This is an optimization exercise on Yosys and OpenROAD, whose aim is small area, a short achievable clock period and few clock cycles per item, not a production implementation. Function was checked by simulation only, so behaviour that the tests miss may differ from the original. Power is estimated from default activity; no workload was simulated.

Setup of job 3052:
==> flow/design.v (excerpt) <==
module msr_codec (
    input  wire       clk,
    input  wire       rst,
    input  wire       cmd_valid,
    output wire       cmd_ready,
    input  wire [1:0] cmd_op,       
    input  wire [1:0] cmd_track,    
    input  wire [7:0] cmd_len,      
    input  wire       in_valid,
    output wire       in_ready,
    input  wire [7:0] in_data,
    output wire       out_valid,
    input  wire       out_ready,
    output wire [7:0] out_data,
    output wire       rsp_valid,
    input  wire       rsp_ready,
    output wire [3:0] rsp_err,      
    output wire       rsp_flag,     
    output wire [7:0] rsp_index,    
    output wire [7:0] rsp_char,     
    output wire [7:0] lrc
);
    localparam OP_ENCODE = 2'd0;
    localparam OP_DECODE = 2'd1;
    localparam OP_REVERSE = 2'd2;
    localparam OP_LRCCHK = 2'd3;
    reg        busy;          
    reg        cmd_rdy;       
    reg        trk1;          
    reg        enc;           
    reg        pt;            
    reg        rev;           
    reg        lrcop;         
    reg        nopush;        
    reg [7:0]  len;
    reg        len1;          
    reg        len2;          
    reg [7:0]  rem;           
    reg        rem1;          
    reg        remnz;         
    reg        in_rdy;
    reg        in_done;       
    reg        bad;
    reg [7:0]  bad_index;
    reg [7:0]  bad_char;
    reg [3:0]  err_q;
  ...
Size: ~2400 cells after synthesis, about 67 I/O pins.
clock: 10.0 ns
lec_check: 0
cap_margin: 20
core_margin: 2
core_utilization: 40
place_density: 0.6
slew_margin: 20
standard.sh (not shown) runs the stock make flow with config.mk's settings and CLKGATE_MAP_FILE= SYNTH_SCRIPT=/design/flow/synth_recipe.tcl, a recipe that flattens the netlist after the stock synthesis.
==> flow/flow/run.sh <==
#!/bin/bash
set -euo pipefail
bash standard.sh SETUP_SLACK_MARGIN=7 finish > orfs_make.log 2>&1
Testbench counts of job 3052, summed over its fixed seeds: cycles 25,408, ops 192.
The inputs of job 3450 differ from those of job 3052 as listed below.
==> flow/flow/run.sh <==
#!/bin/bash
set -euo pipefail
bash standard.sh SETUP_SLACK_MARGIN=7 \
  "CTS_ARGS=-sink_clustering_enable -repair_clock_nets -sink_clustering_size 20 -sink_clustering_max_diameter 100 -dont_use_dummy_load" \
  finish > orfs_make.log 2>&1
[summary]
- Total via count after detailed routing ended up 527 lower on job 3450 than on job 3052.
- Delta(routed wire length, job 3450 - job 3052) < 0
- [compare] base=job 3052 new=job 3450: number of global-route vias before repair saw a decrease; non-clock buffer count in the final layout saw a decrease.
#### Input delta (job 518 over job 3450)
==> flow/flow/run.sh <==
#!/bin/bash
set -euo pipefail
bash standard.sh SETUP_SLACK_MARGIN=7 \
  "CTS_ARGS=-sink_clustering_enable -repair_clock_nets -sink_clustering_size 30 -sink_clustering_max_diameter 100 -dont_use_dummy_load" \
  finish > orfs_make.log 2>&1
Results
- Job 3450 has a higher delay contributed by the slowest stage of the critical path than job 518.
- Higher count of plain and timing-repair buffers in the layout among job 518 and job 3450: job 518
- Compare job 518 and job 3450 | clock-cell share of area lower: job 518
- Job 3450 ended up with more cell instances than job 518 did.
- The higher core utilization of job 518 and job 3450 is in job 3450.
- Global-route usage: job 3450 vs job 518 — no meaningful difference
- Relative to job 3450, buffers inserted during post-CTS setup optimization has gone up in job 518.
- Area occupied by multi-input gates sits higher in job 518 than in job 3450.
## Diff of input files: job 8887 against job 518
==> flow/flow/run.sh <==
#!/bin/bash
set -euo pipefail
bash standard.sh SETUP_SLACK_MARGIN=7 \
  "CTS_ARGS=-sink_clustering_enable -repair_clock_nets -sink_clustering_size 25 -sink_clustering_max_diameter 100 -dont_use_dummy_load" \
  finish > orfs_make.log 2>&1
Notes after the runs:
- Sort job 518 and job 8887 by combinational power asc -> top: job 518
- The number of global-route vias before repair in job 8887 was higher than what job 518 gave.
- Sort job 518 and job 8887 by number of logic stages on the critical path including buffering asc -> top: job 8887
- [diff] power consumption, job 8887 relative to job 518: regression
- Per the comparison of job 8887 with job 518, met3 wire length climbed 38 microns; share of the clock period used by the worst path closely matched the old numbers.

==> re-timing with driven ports <==
No port has a modelled driver above. Below, the same layouts with a new extraction and two added sets of constraints.
Step 1, drivers: a clkbuf_16 drives clk and a buf_2 each remaining input, both assumed.
Step 2 adds t to the input delays and takes it off the output delays; t is the mean of the earliest and latest rising clock arrival at the registers after step 1. Input paths then give back, and output paths get back, about the clock's delay inside the block.
a / b / c = ideal / step 1 / step 2; a / b = the first two.
| run | shift t [ns] | setup WS [ns] | worst hold slack (ns) | worst setup path at the end | slew at the worst register clock pin (ns) |
|---|---|---|---|---|---|
| job 3052 | 0.776 | 6.743 / 6.677 / 6.108 | 0.309 / 0.309 / 0.309 | input to register | 0.07 / 0.07 |
| job 3450 | 0.688 | 6.795 / 6.731 / 6.230 | 0.295 / 0.295 / 0.295 | input to register | 0.09 / 0.09 |
| job 518 | 0.665 | 6.806 / 6.755 / 6.101 | 0.269 / 0.269 / 0.269 | input to register | 0.12 / 0.12 |
| job 8887 | 0.688 | 6.807 / 6.742 / 6.181 | 0.290 / 0.290 / 0.290 | input to register | 0.10 / 0.10 |
After both steps setup and hold are still met in every run listed. The setup slack of job 518, which loses most, moves by -0.051 ns with the drivers and by -0.705 ns with both steps.
